Background: an optimization exercise with open tools, aiming at small area and a short achievable clock period. Do not read the settings as production practice. The RTL was checked by simulation tests, not by an equivalence proof against the original design.

== job 4137 ==
## bam_servo
module bam_servo (
    input  wire        clk,
    input  wire        rst,
    input  wire        cmd_valid,
    output wire        cmd_ready,
    input  wire [39:0] cmd_word,
    output reg         rsp_valid,
    output reg  [1:0]  rsp_status,
    output reg  [31:0] rsp_data,
    input  wire        tick_valid,
    input  wire [31:0] tick_now,
    input  wire        estop_req,
    input  wire [9:0]  enc_raw,
    output reg         enc_strobe,
    output wire [14:0] pwm_a,
    output wire [14:0] pwm_b,
    output wire        diag_irq
);
Size: roughly 11000 cells after synthesis, about 450 flip-flops, ~78000 sq um of cells after synthesis.
clock: 110.0 ns
lec_check: 0
abc_area: 1
cap_margin: 20
core_margin: 2
core_utilization: 40
slew_margin: 20
synth_memory_max_bits: 8192
run.sh (not shown) runs the stock make flow with config.mk's settings and CLKGATE_MAP_FILE= SYNTH_SCRIPT=/design/flow/synth_recipe.tcl, a recipe that flattens the netlist after the stock synthesis.
Relative to job 4137, the following input files were edited for job 8180:
==> flow/flow/run.sh (new file) <==
#!/bin/bash
set -euo pipefail
W=$(pwd)
bash "$W/standard.sh" SETUP_SLACK_MARGIN=51 "${@:-finish}" > "$W/flow_make.log" 2>&1
==> flow/standard.sh (new file) <==
#!/bin/bash
# synth_recipe.tcl (not shown) runs the flow's synth.tcl, then flattens the netlist and writes it again
# the make line also repeats each setting of config.mk as NAME=value (left out here)
make -C /OpenROAD-flow-scripts/flow DESIGN_CONFIG=/design/flow/config.mk WORK_HOME=/design/flow/orfs CLKGATE_MAP_FILE= SYNTH_SCRIPT=/design/flow/synth_recipe.tcl "${@:-finish}"
removed: flow/run.sh
- Of job 8180 and job 4137, job 4137 shows the lower relative area of non-clock buffer cells in the final design, with job 8180 above it.
- | hold slack | job 8180 vs job 4137 | ≈ equal |
- Diff job 4137 -> job 8180: initial antenna violation count moved down; multi-input combinational area share went down; wire length up 22000 microns.
- In job 8180 the final area turned out 13% higher than in job 4137.
- Post-layout minimum cycle time for job 8180 is lower than for job 4137.
- Job 8180 vs job 4137: met2 layer usage reported by global route up in job 8180
- Job 8180 — data arrival at the endpoint of the critical path 12860 ps lower, job 4137 as reference
For job 1517, these inputs were changed with respect to job 8180:
==> flow/flow/run.sh <==
#!/bin/bash
set -euo pipefail
W=$(pwd)
bash "$W/standard.sh" SETUP_SLACK_MARGIN=58 "${@:-finish}" > "$W/flow_make.log" 2>&1
--- outcome ---
Job 1517 against job 8180: critical path depth lost about 9%, worst setup slack grew by 1080 ps, worst slew margin relative to its limit now sits higher, sequential share of layout area down 0.44 points. From job 8180 to job 1517 the numbers moved as follows: fraction of met2 tracks used by global routing now larger, endpoint required time on the critical path essentially unchanged, post-cts repair resize count increased by about 130% relative to the old numbers. Against job 8180, total non-filler cell area in the finished layout in job 1517 rose by a few percent. Of the two values seen for capture point of the worst path, out_pwm_a[0] was produced by job 1517 and out_pwm_b[8] by job 8180. Total number of nets in the final design: job 1517 vs job 8180 up 200. NOTE total vias in the final route job 8180->job 1517 increased slightly.

Another version of the RTL of bam_servo (not shown whole).
For scale: about 11,000 cells after synthesis, ~450 flip-flops, roughly 160 I/O pins.
clock: 110.0 ns
lec_check: 0
abc_area: 1
cap_margin: 20
core_margin: 2
core_utilization: 40
slew_margin: 20
synth_memory_max_bits: 8192
standard.sh (not shown) runs the stock make flow with config.mk's settings and CLKGATE_MAP_FILE= SYNTH_SCRIPT=/design/flow/synth_recipe.tcl, a recipe that flattens the netlist after the stock synthesis.
==> flow/flow/run.sh <==
#!/bin/bash
# Layout flow: the standard layout (standard.sh) with one change to synthesis.
# Full and half adders are extracted only inside the two multiplier modules
# (bam_kin_mul, bam_plaw_mul), which are kept as separate modules until then;
# the design is flattened just before flip-flop mapping, so ABC maps the square
# root and the rest of the logic as one network. Registers, their names and
# cell types are those of the standard synthesis.
set -euo pipefail
W=$(pwd)
MODS="bam_kin_mul bam_plaw_mul"
{
  echo "proc extract_fa {args} { yosys extract_fa {*}\$args $MODS }"
  echo 'proc dfflibmap {args} {'
  echo '  yosys setattr -mod -unset keep_hierarchy'
  echo '  yosys flatten'
  echo '  yosys opt -fast -purge'
  echo '  yosys dfflibmap {*}$args'
  echo '}'
  cat "$W/synth_recipe.tcl"
} > "$W/flow_synth.tcl"
bash "$W/standard.sh" "SYNTH_SCRIPT=$W/flow_synth.tcl" "SYNTH_KEEP_MODULES=$MODS" "${@:-finish}" > "$W/flow_make.log" 2>&1
Next try:
==> flow/flow/run.sh (replaced) <==
#!/bin/bash
set -euo pipefail
W=$(pwd)
MODS="bam_kin_mul bam_plaw_mul"
{
  echo "proc extract_fa {args} { yosys extract_fa {*}\$args $MODS }"
  echo 'proc dfflibmap {args} {'
  echo '  yosys setattr -mod -unset keep_hierarchy'
  echo '  yosys flatten'
  echo '  yosys opt -fast -purge'
  echo '  yosys dfflibmap {*}$args'
  echo '}'
  cat "$W/synth_recipe.tcl"
} > "$W/flow_synth.tcl"
bash "$W/standard.sh" "SYNTH_SCRIPT=$W/flow_synth.tcl" "SYNTH_KEEP_MODULES=$MODS" \
  SETUP_SLACK_MARGIN=51 "${@:-finish}" > "$W/flow_make.log" 2>&1
What happened:
- The changed run finished clean
- die area stays the same
- wire length rises by about 2.7%
- worst setup slack gets better by 7.4 ns
- synthesized cell count is unchanged
- via count grows by 1.6%
- global-route usage goes up by 0.16 points
- cell count rises by 1.2%
- sequential cell count stays the same
- first-iteration DRC count grows by 6.9%
Next try:
--- a/flow/flow/run.sh
+++ b/flow/flow/run.sh
@@ -1,0 +2,6 @@
+# Layout flow: the standard layout (standard.sh) with one change to synthesis.
+# Full and half adders are extracted only inside the two multiplier modules
+# (bam_kin_mul, bam_plaw_mul), which are kept as separate modules until then;
+# the design is flattened just before flip-flop mapping, so ABC maps the square
+# root and the rest of the logic as one network. Registers, their names and
+# cell types are those of the standard synthesis.
@@ -15,2 +21 @@
-bash "$W/standard.sh" "SYNTH_SCRIPT=$W/flow_synth.tcl" "SYNTH_KEEP_MODULES=$MODS" \
-  SETUP_SLACK_MARGIN=51 "${@:-finish}" > "$W/flow_make.log" 2>&1
+bash "$W/standard.sh" "SYNTH_SCRIPT=$W/flow_synth.tcl" "SYNTH_KEEP_MODULES=$MODS" "${@:-finish}" > "$W/flow_make.log" 2>&1
- PLACE_DENSITY: not set -> 0.8
Result: The new run produced a clean layout. Clock-buffer cell count falls by 5. Setup slack loses 7.3 ns. Core utilization shrinks by 1.9 points. Routed wire length drops by 13%. Cell count shrinks by 1.3%. Hold slack gets better by 0.011 ns. Sequential share of layout area grows by 0.48 points.
Next try:
==> flow/run.sh (new file) <==
#!/bin/bash
# synth_recipe.tcl (not shown) runs the flow's synth.tcl, then flattens the netlist and writes it again
# the make line also repeats each setting of config.mk as NAME=value (left out here)
make -C /OpenROAD-flow-scripts/flow DESIGN_CONFIG=/design/flow/config.mk WORK_HOME=/design/flow/orfs CLKGATE_MAP_FILE= SYNTH_SCRIPT=/design/flow/synth_recipe.tcl finish
- PLACE_DENSITY: 0.8 -> not set
removed: flow/flow/run.sh
removed: flow/standard.sh
Clock-buffer cell count increases by 3.
Hold slack got worse by 0.0052 ns.

## garnet
bam_servo again, from the RTL that the note above started with.
==> flow/config.mk <==
export PLATFORM = sky130hd
export DESIGN_NAME = bam_servo
export DESIGN_NICKNAME = bam_servo
export VERILOG_FILES = /design/flow/design.v
export SDC_FILE = /design/flow/constraint.sdc
export NUM_CORES = 4
export LEC_CHECK = 0
export ABC_AREA = 1
export CAP_MARGIN = 20
export CORE_MARGIN = 2
export CORE_UTILIZATION = 40
export SLEW_MARGIN = 20
export SYNTH_MEMORY_MAX_BITS = 8192
==> flow/constraint.sdc <==
create_clock -name core_clock -period 110.0 [get_ports {clk}]
set_input_delay 22.0000 -clock core_clock [delete_from_list [all_inputs] [get_ports {clk}]]
set_output_delay 22.0000 -clock core_clock [all_outputs]
set_load 0.01 [all_outputs]
==> flow/flow/run.sh <==
#!/bin/bash
set -euo pipefail
W=$(pwd)
MODS="bam_kin_mul bam_plaw_mul"
{
  echo "proc extract_fa {args} { yosys extract_fa {*}\$args $MODS }"
  echo 'proc dfflibmap {args} {'
  echo '  yosys setattr -mod -unset keep_hierarchy'
  echo '  yosys flatten'
  echo '  yosys opt -fast -purge'
  echo '  yosys dfflibmap {*}$args'
  echo '}'
  cat "$W/synth_recipe.tcl"
} > "$W/flow_synth.tcl"
bash "$W/standard.sh" "SYNTH_SCRIPT=$W/flow_synth.tcl" "SYNTH_KEEP_MODULES=$MODS" \
  SETUP_SLACK_MARGIN=58 "${@:-finish}" > "$W/flow_make.log" 2>&1
Input-level comparison between juniper and garnet:
==> flow/flow/run.sh <==
#!/bin/bash
set -euo pipefail
W=$(pwd)
bash "$W/standard.sh" SETUP_SLACK_MARGIN=58 "${@:-finish}" > "$W/flow_make.log" 2>&1
--- outcome ---
Diff garnet -> juniper | non-clock buffer count | down slightly. When the final numbers for garnet and juniper were put side by side, the worst setup margin turned out to be greater in garnet. Comparing garnet and juniper, routed wire length is lower on juniper.

[what the ideal ports hide]
Ports are ideal in the flow. The routed layouts listed here were re-timed in OpenROAD.
Step 1: set_driving_cell puts a clkbuf_16 on clk and a buf_2 on each other input, an assumption about the parent block.
Step 2 adds t to the input delays and takes it off the output delays; t is the mean of the earliest and latest rising clock arrival at the registers after step 1. Input paths then give back, and output paths get back, about the clock's delay inside the block.
Slacks: no drivers / after step 1 / after step 2; pairs: no drivers / after step 1.
run	t (ns)	setup slack, ns	pins driven straight from the clock port
job 4137	0.740	38.859 / 38.914 / 38.174	1
job 8180	0.745	51.655 / 51.707 / 50.962	1
job 1517	0.755	52.730 / 52.750 / 51.995	1
the first run of note 2	0.732	45.710 / 45.751 / 45.019	1
the second run of note 2	0.734	53.119 / 53.149 / 52.415	1
the third run of note 2	0.741	45.843 / 45.893 / 45.152	1
the fourth run of note 2	0.754	31.347 / 31.399 / 30.644	1
garnet	0.752	55.940 / 55.941 / 55.189	1
juniper	0.767	46.669 / 46.711 / 45.944	1
After both steps every run listed still meets setup and hold. For garnet, which loses most, drivers alone change the setup slack by +0.001 ns; drivers and shift together by -0.751 ns.
